This design comes from an exercise in tuning for small area, a short achievable clock period and few clock cycles per item on the open sky130 flow, not from production work.
At most, simulation tests tie the RTL to the original design; equivalence was not proved.
No functional check of the RTL was part of run 2.
Power and IR drop assume default switching activity.

### flow/design.v
module feistel_cbc (
    input              clk,
    input              rst,
    input              start,
    input      [3:0]   op,
    input      [2:0]   kidx,
    input      [255:0] din,
    output             ready,
    output reg         done,
    output reg         err,
    output     [63:0]  blk,
    output     [63:0]  chain
);
    localparam OP_KEYLD   = 4'd0;
    localparam OP_BLKLD   = 4'd1;
    localparam OP_CHAINLD = 4'd2;
    localparam OP_BENC    = 4'd3;
    localparam OP_BDEC    = 4'd4;
    localparam OP_CBCENC  = 4'd5;
    localparam OP_CBCDEC  = 4'd6;
    localparam OP_FROUND  = 4'd7;
    localparam OP_FSWAP   = 4'd8;
    localparam ST_IDLE = 2'd0;
    localparam ST_RUN  = 2'd1;
    localparam ST_FIN  = 2'd2;
    reg [1:0]  state;
    reg [3:0]  op_q;
    reg [4:0]  rnd;
    reg [31:0] key [0:7];
    reg [63:0] blk_q;
    reg [63:0] chain_q;
    reg [63:0] x;        
    reg [63:0] save;     
    assign ready = (state == ST_IDLE);
    assign blk   = blk_q;
    assign chain = chain_q;
    function [3:0] sbox(input [2:0] i, input [3:0] v);
        reg [63:0] row;
        begin
            case (i)
                3'd0: row = 64'hC462A5B9E8D703F1;
                3'd1: row = 64'h68239A5C1E47BD0F;
                3'd2: row = 64'hB3582FADE174C960;
                3'd3: row = 64'hC821D4F670A53E9B;
                3'd4: row = 64'h7F5A816D093EB42C;
                3'd5: row = 64'h5DF692CAB78143E0;
                3'd6: row = 64'h8E25691CF4B0DA37;
                default: row = 64'h17ED05834FA69CB2;
            endcase
            sbox = row[63 - 4*v -: 4];
        end
    endfunction
    function [31:0] f_round(input [31:0] r, input [31:0] k);
        reg [31:0] t, u;
        integer i;
        begin
            t = r + k;
            for (i = 0; i < 8; i = i + 1)
                u[4*i +: 4] = sbox(i[2:0], t[4*i +: 4]);
            f_round = {u[20:0], u[31:21]};    
        end
    endfunction
    function [63:0] feistel(input [63:0] v, input [31:0] k);
        feistel = {v[31:0], v[63:32] ^ f_round(v[31:0], k)};
    endfunction
    wire       dec     = (op_q == OP_BDEC) || (op_q == OP_CBCDEC);
    wire       rev     = dec ? (rnd >= 5'd8) : (rnd >= 5'd24);
    wire [2:0] sched_i = rev ? ~rnd[2:0] : rnd[2:0];
    wire [63:0] x_next   = feistel(x, key[sched_i]);
    wire [63:0] x_swap   = {x[31:0], x[63:32]};
    wire [63:0] fround_v = feistel(blk_q, key[kidx]);
    integer j;
    always @(posedge clk) begin
        if (rst) begin
            state   <= ST_IDLE;
            done    <= 1'b0;
            err     <= 1'b0;
            blk_q   <= 64'd0;
            chain_q <= 64'd0;
            for (j = 0; j < 8; j = j + 1)
                key[j] <= 32'd0;
        end else begin
            done <= 1'b0;
            case (state)
                ST_IDLE: begin
                    if (start) begin
                        op_q <= op;
                        err  <= 1'b0;
                        case (op)
                            OP_KEYLD: begin
                                for (j = 0; j < 8; j = j + 1)
                                    key[j] <= din[255 - 32*j -: 32];
                                done <= 1'b1;
                            end
                            OP_BLKLD: begin
                                blk_q <= din[63:0];
                                done  <= 1'b1;
                            end
                            OP_CHAINLD: begin
                                chain_q <= din[63:0];
                                done    <= 1'b1;
                            end
                            OP_BENC, OP_BDEC, OP_CBCENC, OP_CBCDEC: begin
                                x     <= (op == OP_CBCENC) ? (blk_q ^ chain_q) : blk_q;
                                save  <= blk_q;
                                rnd   <= 5'd0;
                                state <= ST_RUN;
                            end
                            OP_FROUND: begin
                                blk_q <= fround_v;
                                done  <= 1'b1;
                            end
                            OP_FSWAP: begin
                                blk_q <= {blk_q[31:0], blk_q[63:32]};
                                done  <= 1'b1;
                            end
                            default: begin
                                err  <= 1'b1;
                                done <= 1'b1;
                            end
                        endcase
                    end
                end
                ST_RUN: begin
                    x   <= x_next;
                    rnd <= rnd + 5'd1;
                    if (rnd == 5'd31)
                        state <= ST_FIN;
                end
                ST_FIN: begin
                    case (op_q)
                        OP_CBCENC: begin
                            blk_q   <= x_swap;
                            chain_q <= x_swap;
                        end
                        OP_CBCDEC: begin
                            blk_q   <= x_swap ^ chain_q;
                            chain_q <= save;
                        end
                        default: blk_q <= x_swap;
                    endcase
                    done  <= 1'b1;
                    state <= ST_IDLE;
                end
                default: state <= ST_IDLE;
            endcase
        end
    end
endmodule
### flow/config.mk
export PLATFORM = sky130hd
export DESIGN_NAME = feistel_cbc
export DESIGN_NICKNAME = feistel_cbc
export VERILOG_FILES = /design/flow/design.v
export SDC_FILE = /design/flow/constraint.sdc
export NUM_CORES = 4
export LEC_CHECK = 0
export CAP_MARGIN = 20
export CORE_MARGIN = 2
export CORE_UTILIZATION = 40
export SLEW_MARGIN = 20
### flow/run.sh
#!/bin/bash
# synth_recipe.tcl (not shown) runs the flow's synth.tcl, then flattens the netlist and writes it again
# the make line also repeats each setting of config.mk as NAME=value (left out here)
make -C /OpenROAD-flow-scripts/flow DESIGN_CONFIG=/design/flow/config.mk WORK_HOME=/design/flow/orfs CLKGATE_MAP_FILE= SYNTH_SCRIPT=/design/flow/synth_recipe.tcl finish
### flow/constraint.sdc
create_clock -name core_clock -period 7.0 [get_ports {clk}]
set_input_delay 1.4000 -clock core_clock [delete_from_list [all_inputs] [get_ports {clk}]]
set_output_delay 1.4000 -clock core_clock [all_outputs]
set_load 0.01 [all_outputs]
==> results of run 1 <==
-- per-stage QoR --
step / hold slack, ns / cell area (um^2) / util, % / TNS [ns] / setup slack (ns)
after floorplan: 0.436 / 36200 / - / 0 / 0.0589
after global placement: 0.446 / 42200 / 46.9 / 0 / 0.130
after detailed placement: 0.446 / 42200 / 46.9 / 0 / 0.0181
after CTS: 0.454 / 44400 / 49.4 / 0 / 0.0827
after global routing: 0.474 / 44500 / 49.5 / -0.0335 / -0.0216
final: 0.455 / 44500 / 49.5 / 0 / 0.286
-- sequential cells by signal, summed over array words and instances, names as in the netlist --
signal and flops:
key 256, done 1, chain_q 64, x 64
blk_q 64, err 1, state 2, rnd 5
op_q 4, save 64
-- cell type report --
type                            count  area [um^2]  share of cell area, %
Clock inverter                     31          409                  0.919
Clock buffer                       89         1850                   4.16
Inverter                          109          412                  0.925
Sequential cell                   525        11900                   26.7
Tap cell                         1176         1470                   3.30
Timing Repair Buffer              604         5720                   12.9
Multi-Input combinational cell   3780        22800                   51.2
-- where the power goes --
group | leakage (nW) | switching (W) | internal (W)
clock network | 1.10 | 0.00152 | 0.00205
logic | 10.3 | 0.00176 | 0.00121
registers | 4.40 | 0.000129 | 0.00320
-- synthesized netlist by cell type (all sizes together) (9+ instances only) --
| library cell | instances |
|---|---|
| nand4 | 18 |
| o21a | 22 |
| nor2 | 253 |
| mux4 | 25 |
| a21boi | 13 |
| o31ai | 12 |
| nor2b | 14 |
| clkbuf | 281 |
| edfxtp | 137 |
| a21o | 35 |
| xor2 | 89 |
| o22ai | 37 |
| a221o | 9 |
| o32a | 15 |
| o32ai | 10 |
| or3 | 10 |
| o22a | 17 |
| a22oi | 23 |
| o211ai | 119 |
| a22o | 9 |
| mux2i | 130 |
| o21ai | 240 |
| mux2 | 15 |
| nand3 | 88 |
| dfxtp | 388 |
| a31oi | 41 |
| a21oi | 602 |
| or2 | 13 |
| nand2b | 21 |
| and2 | 13 |
| a221oi | 41 |
| a211oi | 46 |
| and3 | 15 |
| inv | 105 |
| xnor2 | 163 |
| nand2 | 1250 |
| buf | 53 |
| nor3 | 68 |
| a222oi | 15 |
| o221ai | 25 |
| nor3b | 11 |
| ha | 149 |
-- worst register-to-register path, delay by kind of cell, from the launching register on --
family	cells	cell delay, ns
fa+ha+maj	2	0.78
compound gates	11	2.57
simple gates	9	2.31
flops	1	0.44
buf+inv	1	0.17
xor+xnor	1	0.19
-- cells by family after synthesis --
kind of cell             Yosys count
multiplexers                     170
flip-flops                       525
AND/OR/NAND/NOR                 1805
adder cells (fa/ha/maj)          152
buffers and inverters            443
AO/OA/AOI/OAI                   1400
XOR/XNOR                         253
-- per-layer routing --
layer,share of wire [%],up-vias
li1,-,17400
met1,43,18500
met2,45,1799
met3,8.2,289
met4,4.5,0
met5,0,-
-- final timing paths --
| path | startpoint | end | slack, ns | cells after the start |
|---|---|---|---|---|
| hold / removal | key[1][9] | key[1][9] | 0.46 | 2 |
| setup / recovery | rnd[3] | x[6] | 0.29 | 24 |
| hold reg to reg | key[1][9] | key[1][9] | 0.46 | 2 |
| setup reg to reg | rnd[3] | x[6] | 0.29 | 24 |
-- repair_timing --
item                                    4_1_cts  5_1_grt
hold buffers                                  0        0
endpoints found under the setup margin        3       20
resized for setup                             1       15
==> summary.md, run 1 <==
| Metric | Value |
|---|---|
| Outcome | complete, no violations |
| Total track usage | 34.7% |
| First drt pass iteration count | 9 |
| Met3 GRT Util | approximately 5.5% |
| Ports | 397 |
| H-tree depth | 3 |
| Slew headroom | 23.8% |
| Post-Syn Area per Cell | 7.63 um^2 |
| Simple logic cell fraction of the synthesized area | between 20% and 30% |
| Max-cap check violation count | 0 |
| PD cells | 221 nW/um^2 |
| Top delay family on crit path | compound AO/OA/AOI/OAI gates |
| Vias/cell | about 6 |
| Crit end category | register |
| Worst vdd ir | 0.180 mV |
| Adder-cell area share of the yosys netlist | 5.28% |
| Share of cells above drive strength 1 | 8.80% |
| Total power | between 0.009 and 0.01 W |
| Fill cells | 8842 |
| IO buf count | approximately 400 |
| CP max stage cell | or3_4 |
| Critical path class | reg2reg |
| Via count | 38.0k |
| CP Max Fanout | 9 |
| CTS tree | yes |
| Post-DRT Antenna Nets | 0 |
| Crit-path cells | and4bb_2 -> or3_4 -> nand2_1 -> nand2_2 -> nand2_1 -> nor2_2 -> a222oi_1 -> o21ai_0 -> o22a_1 -> ha_1 -> a2111oi_0 -> o21ai_0 -> a21boi_1 -> a221oi_2 -> o21ai_0 -> a21oi_1 -> or3_1 -> and2_1 -> buf_4 -> ha_1 -> o311ai_0 -> nand4_1 -> xnor2_1 -> o21ai_0 |
| Final setup vio count | 0 |
| CTS sink cnt | around 530 |
| Number of flops mapped to enable cells by yosys | 137 |
| Fmax | 0.149 GHz |
| Yosys cell types | 117 |
| Yosys warning count | 2 |
| DIE AREA | around 93000 um^2 |
| Post-synth top flop | dfxtp_1 |
| Final clock skew | 0.0320 ns |
| Core Box Area | 89900 um^2 |
| Setup Fix Bufs, Post-CTS | 0 |
| Global-route wire length before repair | between 200 and 250 mm |
| Number of diodes | 0 |
| Die X | 305 um |
| Rows | 110 |
| Root Driver | clkbuf_16 |
| Slew @ Worst Pin | about 1.1 ns |
| Commonest cells after routing, fill and taps aside | nand2_1 (1245), a21oi_1 (598), clkdlybuf4s50_1 (392), dfxtp_1 (388), nor2_1 (245) |
| Post-Route WL | 168 mm |
| Post-synth top area share | 21.4% |
| GR Util met2 | 53.8% |
| DR WL/cell | approximately 27 um |
| DRC viols | 0 |
| Synth top area cells | dfxtp_1 (21%), nand2_1 (13%), edfxtp_1 (11%) |
| DP Cell Count | 6194 |
| Syn Nets | slightly above 5k |
| Layer with the highest usage | met2 |
| Seq/Total Area, Yosys | 32.8% |
| Min Tclk post-route | between 6 and 7 ns |
| Largest net degree at the start of global routing | 176 |
| Initial Util | 40.3% |
| GRT overflow | 0 |
| Fin. max-slew vios | 0 |
| Number of global-route vias before repair | 34.5k |
| Critical path launch point type | register |
| CTS Buf Count | 66 |
| Crit path required time | 7.36 ns |
| Final non-filler cell total | 6314 |
| Clock Latency Late Sink | 0.65 ns |
| Clock tree buffer depth | 3 |
| Initial DRC count | approximately 4.4k |
| Most common cell after layout, fill and taps aside | nand2_1 |
| Reg clk slew, reported paths | 0.06 ns |
| Lkg Pwr | 15.8 nW |
| Final period utilization | 95.9% |
| Hold Path Class | reg2reg |
| NumNets Final | 5503 |
| Crit path buf inv count | 1 |
| Placer Congestion | approximately 1.1 |
| Cell taking the most area after synthesis | dfxtp_1 |
| Syn Inst Count | 4748 |
| Largest family of logic cells by synthesized area | compound AO/OA/AOI/OAI gates |
| Post-synthesis xor/xnor area fraction | 6.49% |
| Number of hold violations in the final report | 0 |
| Synth Area in Compound Gates | 24.2% |
| Most frequent CP cell | o21ai_0 |
| Seq cells post-synth | 525 |
| Mux cell area share after synthesis | 5.61% |
| Synth-to-layout area growth | 22.9% |
| Critical path arrival | 7.07 ns |
| Antenna violations before repair | 3 |
| Grt met1 use | 48.1% |
| Chip Height | between 300 and 400 um |
| Fraction of registers with async set/reset | 0% |
| Synth Cell Area | between 30000 and 40000 um^2 |
| RSZ-0062 raised after global routing | true |
| CP max stage delay | 0.50 ns |
| DPL Wire Length | 129 mm |
Testbench counts, summed over its fixed seeds: cycles 13,472, blocks 384.
==> run 2, diff against run 1 <==
==> flow/design.v (replaced) <==
module feistel_cbc (
    input              clk,
    input              rst,
    input              start,
    input      [3:0]   op,
    input      [2:0]   kidx,
    input      [255:0] din,
    output             ready,
    output reg         done,
    output reg         err,
    output     [63:0]  blk,
    output     [63:0]  chain
);
    localparam OP_KEYLD   = 4'd0;
    localparam OP_BLKLD   = 4'd1;
    localparam OP_CHAINLD = 4'd2;
    localparam OP_BENC    = 4'd3;
    localparam OP_BDEC    = 4'd4;
    localparam OP_CBCENC  = 4'd5;
    localparam OP_CBCDEC  = 4'd6;
    localparam OP_FROUND  = 4'd7;
    localparam OP_FSWAP   = 4'd8;
    reg        busy;      
    reg        fr_q;      
    reg        dec_q;     
    reg        cenc_q;    
    reg        cdec_q;    
    reg [3:0]  cnt;       
    reg [31:0] key [0:7];
    reg [31:0] ka;        
    reg [63:0] blk_q;
    reg [63:0] chain_q;
    reg [63:0] save;      
    assign ready = ~busy;
    assign blk   = blk_q;
    assign chain = chain_q;
    function [3:0] sbox(input [2:0] i, input [3:0] v);
        reg [63:0] row;
        begin
            case (i)
                3'd0: row = 64'hC462A5B9E8D703F1;
                3'd1: row = 64'h68239A5C1E47BD0F;
                3'd2: row = 64'hB3582FADE174C960;
                3'd3: row = 64'hC821D4F670A53E9B;
                3'd4: row = 64'h7F5A816D093EB42C;
                3'd5: row = 64'h5DF692CAB78143E0;
                3'd6: row = 64'h8E25691CF4B0DA37;
                default: row = 64'h17ED05834FA69CB2;
            endcase
            sbox = row[63 - 4*v -: 4];
        end
    endfunction
    function [31:0] f_round(input [31:0] r, input [31:0] k);
        reg [31:0] t, u;
        integer i;
        begin
            t = r + k;
            for (i = 0; i < 8; i = i + 1)
                u[4*i +: 4] = sbox(i[2:0], t[4*i +: 4]);
            f_round = {u[20:0], u[31:21]};    
        end
    endfunction
    wire [3:0] cnt_n  = busy ? cnt + 4'd1 : 4'd0;
    wire       rev_n  = dec_q ? (cnt_n >= 4'd4) : (cnt_n >= 4'd12);
    wire [2:0] ia_n   = {cnt_n[1:0], 1'b0} ^ {3{rev_n}};
    wire       rev    = dec_q ? (cnt >= 4'd4) : (cnt >= 4'd12);
    wire [2:0] ib     = ({cnt[1:0], 1'b0} ^ {3{rev}}) ^ 3'd1;
    wire       accept = start & ~busy;
    wire       fr_acc = accept & (op == OP_FROUND);
    wire [2:0] ka_sel = fr_acc ? kidx : ia_n;
    wire [31:0] a_r = blk_q[63:32] ^ f_round(blk_q[31:0], ka);    
    wire [31:0] b_r = blk_q[31:0]  ^ f_round(a_r, key[ib]);       
    wire        last = (cnt == 4'd15);
    integer j;
    always @(posedge clk) begin
        ka <= key[ka_sel];
        if (rst) begin
            busy    <= 1'b0;
            done    <= 1'b0;
            err     <= 1'b0;
            blk_q   <= 64'd0;
            chain_q <= 64'd0;
            for (j = 0; j < 8; j = j + 1)
                key[j] <= 32'd0;
        end else if (!busy) begin
            done <= 1'b0;
            if (start) begin
                err    <= 1'b0;
                fr_q   <= 1'b0;
                dec_q  <= (op == OP_BDEC) || (op == OP_CBCDEC);
                cenc_q <= (op == OP_CBCENC);
                cdec_q <= (op == OP_CBCDEC);
                cnt    <= 4'd0;
                case (op)
                    OP_KEYLD: begin
                        for (j = 0; j < 8; j = j + 1)
                            key[j] <= din[255 - 32*j -: 32];
                        done <= 1'b1;
                    end
                    OP_BLKLD: begin
                        blk_q <= din[63:0];
                        done  <= 1'b1;
                    end
                    OP_CHAINLD: begin
                        chain_q <= din[63:0];
                        done    <= 1'b1;
                    end
                    OP_BENC, OP_BDEC, OP_CBCDEC: begin
                        save <= blk_q;
                        busy <= 1'b1;
                    end
                    OP_CBCENC: begin
                        blk_q <= blk_q ^ chain_q;
                        busy  <= 1'b1;
                    end
                    OP_FROUND: begin
                        fr_q <= 1'b1;
                        busy <= 1'b1;
                    end
                    OP_FSWAP: begin
                        blk_q <= {blk_q[31:0], blk_q[63:32]};
                        done  <= 1'b1;
                    end
                    default: begin
                        err  <= 1'b1;
                        done <= 1'b1;
                    end
                endcase
            end
        end else if (fr_q) begin
            blk_q <= {blk_q[31:0], a_r};
            busy  <= 1'b0;
            done  <= 1'b1;
        end else begin
            cnt <= cnt + 4'd1;
            if (!last)
                blk_q <= {a_r, b_r};
            else begin
                if (cdec_q) begin
                    blk_q   <= {b_r, a_r} ^ chain_q;
                    chain_q <= save;
                end else
                    blk_q <= {b_r, a_r};
                if (cenc_q)
                    chain_q <= {b_r, a_r};
                busy <= 1'b0;
                done <= 1'b1;
            end
        end
    end
endmodule
==> run 2 against run 1 <==
Effect of this change:
- now fails the layout checks on negative setup slack
- core utilization grew 7.8 points
- non-clock buffer count increased by 583
- final cell count increased by 8.1%
- area after synthesis shrank 3.8%
- sequential power is 5% lower
- via count is 7.7% higher
- die area shrank 3.7%
- sequential share of layout area down 5.4 points
==> summary.md, run 2 <==
| Metric | Value |
|---|---|
| Outcome | complete, but fails checks |
| Fail Reasons | negative setup slack |
| Area of the multi-input gates | 25000 um^2 (+9.9%) |
| Synth top area cells | dfxtp_1 (24%), nand2_1 (10%), a21oi_1 (8.8%) |
| Critical path class | reg2reg |
| Post-synth top area share | 24.1% (+2.6 points) |
| Placer Congestion | 1.03 (-2.7%) |
| Synth Cell Area | 34900 um^2 (-3.8%) |
| CTS Buf Count | 59 (-11%) |
| Number of hold violations in the final report | 0 (unchanged) |
| # hold bufs at CTS | 0 (unchanged) |
| Post-synth top flop | dfxtp_1 |
| CTS sink cnt | 491 (-6.5%) |
| Core Box Area | 86600 um^2 (-3.6%) |
| DR WL/cell | 24.8 um (-7.0%) |
| Clock tree buffer depth | 3 (unchanged) |
| Final core occ | 57.3% (+7.8 points) |
| Critical path arrival | 8.27 ns (+1.20 ns) |
| Via count | 40.9k (+7.7%) |
| Yosys warning count | 2 (unchanged) |
| Final WS setup | -0.758 ns (-1.04 ns) |
| Rows | 108 (-1.8%) |
| Crit path required time | 7.51 ns (+0.15 ns) |
| Antenna violations before repair | 10 (+7) |
| IO buf count | 396 (unchanged) |
| Flop2flop setup slack | -0.76 ns (-1.04 ns) |
| Critical path launch point type | register |
| CP Max Fanout | 5 (-4) |
| Syn Inst Count | 4714 (-0.72%) |
| Top reg by flops | key |
| Crit path depth | 37 (+54%) |
| Reg clk slew, reported paths | 0.06 ns (about the same) |
| PD cells | 680 nW/um^2 (+210%) |
| Post-DRT Antenna Nets | 0 (unchanged) |
| Hold Path Stages | 2 (unchanged) |
| Worst vdd ir | 0.621 mV (+250%) |
| Reg-to-reg endpoint | blk_q[6] |
| Cell taking the most area after synthesis | dfxtp_1 |
| Sequential cell area | 10600 um^2 (-11%) |
| Vias/cell | 6.00 (-0.39%) |
| Number of global-route vias before repair | 37.6k (+9.0%) |
| GRT overflow | 0 (unchanged) |
| Hold Path Class | reg2reg |
| Largest net degree at the start of global routing | 174 (-1.1%) |
| Initial Util | 40.3% (-0.059 points) |
| DPL Wire Length | 125 mm (-2.9%) |
| Post-Syn Area per Cell | 7.40 um^2 (-3.1%) |
| DP Cell Count | 6634 (+7.1%) |
| Seq cells post-synth | 491 (-6.5%) |
| DIE AREA | 89600 um^2 (-3.7%) |
| Min Tclk post-route | 7.76 ns (+1.04 ns) |
| Ports | 397 (unchanged) |
| Final clock skew | 0.0167 ns (-0.0154 ns) |
| Most frequent CP cell | ha_4 |
| Fmax | 0.129 GHz (-13%) |
| CP max stage delay | 0.48 ns (-0.02 ns) |
| Final setup vio count | 72 (+72) |
| Most common cell after layout, fill and taps aside | nand2_1 |
| Seq/Total Area, Yosys | 30.3% (-2.5 points) |
| Total track usage | 35.9% (+1.2 points) |
| Final period utilization | 111% (+15 points) |
| Slew headroom | 26.5% (+2.7 points) |
| Initial DRC count | 4403 (-0.72%) |
| H-tree depth | 2 (-1) |
| Critical R2R Launch | blk_q[0] |
| Max reg flops | 256 (unchanged) |
| Commonest cells after routing, fill and taps aside | nand2_1 (918), buf_4 (726), a21oi_1 (578), nor2_1 (450), dfxtp_1 (412) |
| DRC viols | 0 (unchanged) |
| Synth-to-layout area growth | 42.4% |
| First drt pass iteration count | 8 (-1) |
| FF-to-FF path depth | 37 (+54%) |
| Chip Height | 299 um (-1.9%) |
| Clock Latency Late Sink | 0.64 ns (about the same) |
| Share of cells above drive strength 1 | 23.4% (+15 points) |
| Global-route wire length before repair | 244 mm (+1.2%) |
| Yosys cell types | 112 (-4.3%) |
| Count leader, synth | nand2_1 |
| CP max stage cell | a311o_2 |
| CTS tree | yes |
| Post-Route WL | 169 mm (+0.56%) |
| NumNets Final | 6027 (+9.5%) |
| Fraction of registers with async set/reset | 0% (unchanged) |
| Final non-filler cell total | 6826 (+8.1%) |
| Crit end category | register |
| Slew @ Worst Pin | 1.10 ns (-0.0447 ns) |
| Worst Hold Endpoint | key[5][1] |
| Top cells by count, synth | nand2_1 (936), a21oi_1 (616), nor2_1 (473), dfxtp_1 (419), clkbuf_1 (297) |
| Syn Nets | 5122 (-0.83%) |
| Die X | 299 um (-1.9%) |
| Lkg Pwr | 18.8 nW (+19%) |
| Top delay family on crit path | compound AO/OA/AOI/OAI gates |
| Max-cap check violation count | 0 (unchanged) |
| Crit path buf inv count | 8 (+7) |
| Root Driver | clkbuf_16 |
| Fin. max-slew vios | 0 (unchanged) |
| RSZ-0062 raised after global routing | true |
| Fill cells | 8146 (-7.9%) |
| Number of flops mapped to enable cells by yosys | 72 (-47%) |
| Min-delay src | key[5][1] |
## run 2: cell count changes after synthesis, sizes merged, moves of 34 or more
cell,before,now
nand2,1250,936
nor2,253,474
a211oi,46,128
edfxtp,137,72
mux2i,130,77
o211ai,119,70
a221oi,41,79
o22ai,37,71
## run 2: worst register-to-register path: cells and delay by family, from the launching register on
kind	cells	cell delay (ns)
flops	1	0.35
simple gates	7	1.54
xor+xnor	2	0.50
buf+inv	8	0.89
compound gates	15	3.21
fa+ha+maj	5	1.10
## run 2: kinds of logic (layout without fill, tap and decap cells)
| family | Yosys count | in the layout | share of synthesized area (%) |
|---|---|---|---|
| AOI/OAI and AO/OA | 1551 | 1551 | 28.4 |
| xor gates and xnor gates | 233 | 233 | 6.10 |
| adders and majority gates | 145 | 145 | 5.22 |
| buffers and inverters | 428 | 1383 | 4.73 |
| DFF | 491 | 491 | 30.3 |
| muxes | 119 | 119 | 4.50 |
| other | 0 | 2 | 0 |
| and+or+nand+nor | 1747 | 1747 | 20.8 |
## run 2: through the flow
step,hold slack (ns),worst slack [ns],TNS [ns],cell area (um^2),power [W]
CTS,0.470,-0.652,-28.57,48500,0.0309
global placement,0.457,-1.03,-52.85,45000,0.0251
detailed placement,0.462,-1.02,-52.68,45000,0.0251
finish,0.473,-0.758,-34.91,49600,0.0338
global route,0.493,-0.986,-52.07,49600,0.0357
floorplan,0.443,-0.593,-14.00,35400,0.0154
## run 2: worst max path at each step
stage	from	end	slack (ns)
after detailed placement	blk_q[0]	blk_q[5]	-1.02
final	blk_q[0]	blk_q[6]	-0.76
after global placement	blk_q[10]	blk_q[6]	-1.03
after floorplan	blk_q[0]	blk_q[37]	-0.59
after global routing	blk_q[0]	blk_q[6]	-0.99
after CTS	blk_q[0]	chain_q[37]	-0.65
## run 2: layout make-up
class	instances	share of cell area, %
inverters	85	0.726
repair buffers	1187	20.7
flip-flops and latches	491	21.3
clock inverters	31	0.562
multi-input cells	3795	50.4
clock buffers	80	3.36
well taps	1155	2.91
diodes	2	0.0101
## run 2: metal layers
metal	share of wire [%]	GRT usage [%]	vias to the layer above	routed length [um]
met4	5.7	16.9	8	9640
met5	0.13	1.43	-	217
li1	-	-	18800	-
met2	42	52.9	2374	70400
met3	11	8.14	472	17900
met1	42	49.5	19300	70800
## run 2: power by group
| part | switching, W | total [W] | leakage, nW | internal, W |
|---|---|---|---|---|
| clock network | 0.00136 | 0.00315 | 0.961 | 0.00179 |
| registers | 0.000175 | 0.00317 | 4.07 | 0.00299 |
| logic | 0.0137 | 0.0275 | 13.7 | 0.0138 |
| total | 0.0152 | 0.0338 | 18.8 | 0.0186 |
## run 2: repair_timing
item                       4_1_cts  5_1_grt
buffers inserted                47       43
gates resized for setup        248      179
setup endpoints to repair       82       92
pin swaps                      170      164

-- afterwards: timing with drivers on the ports --
No port has a modelled driver above. Below, the same layouts with a new extraction and two added sets of constraints.
Step 1 (the two cells are an assumption about what drives the block):
set clk [get_ports {clk}]
set_driving_cell -lib_cell sky130_fd_sc_hd__clkbuf_16 $clk
set_driving_cell -lib_cell sky130_fd_sc_hd__buf_2 [delete_from_list [all_inputs] $clk]
Step 2 adds t to the input delays and takes it off the output delays; t is the mean of the earliest and latest rising clock arrival at the registers after step 1. Input paths then give back, and output paths get back, about the clock's delay inside the block.
Three values: ideal, step 1, step 2; two values: the first two.
run	t, ns	setup slack, ns	hold WS [ns]	worst setup path at the end	clock arrival spread, ns
run 1	0.716	0.286 / 0.286 / 0.171	0.455 / 0.455 / 0.455	input to register	0.037 / 0.037
run 2	0.706	-0.758 / -0.758 / -0.758	0.473 / 0.473 / 0.473	register to register	0.017 / 0.017
For run 1, which loses most, drivers alone change the setup slack by 0.000 ns; drivers and shift together by -0.115 ns.
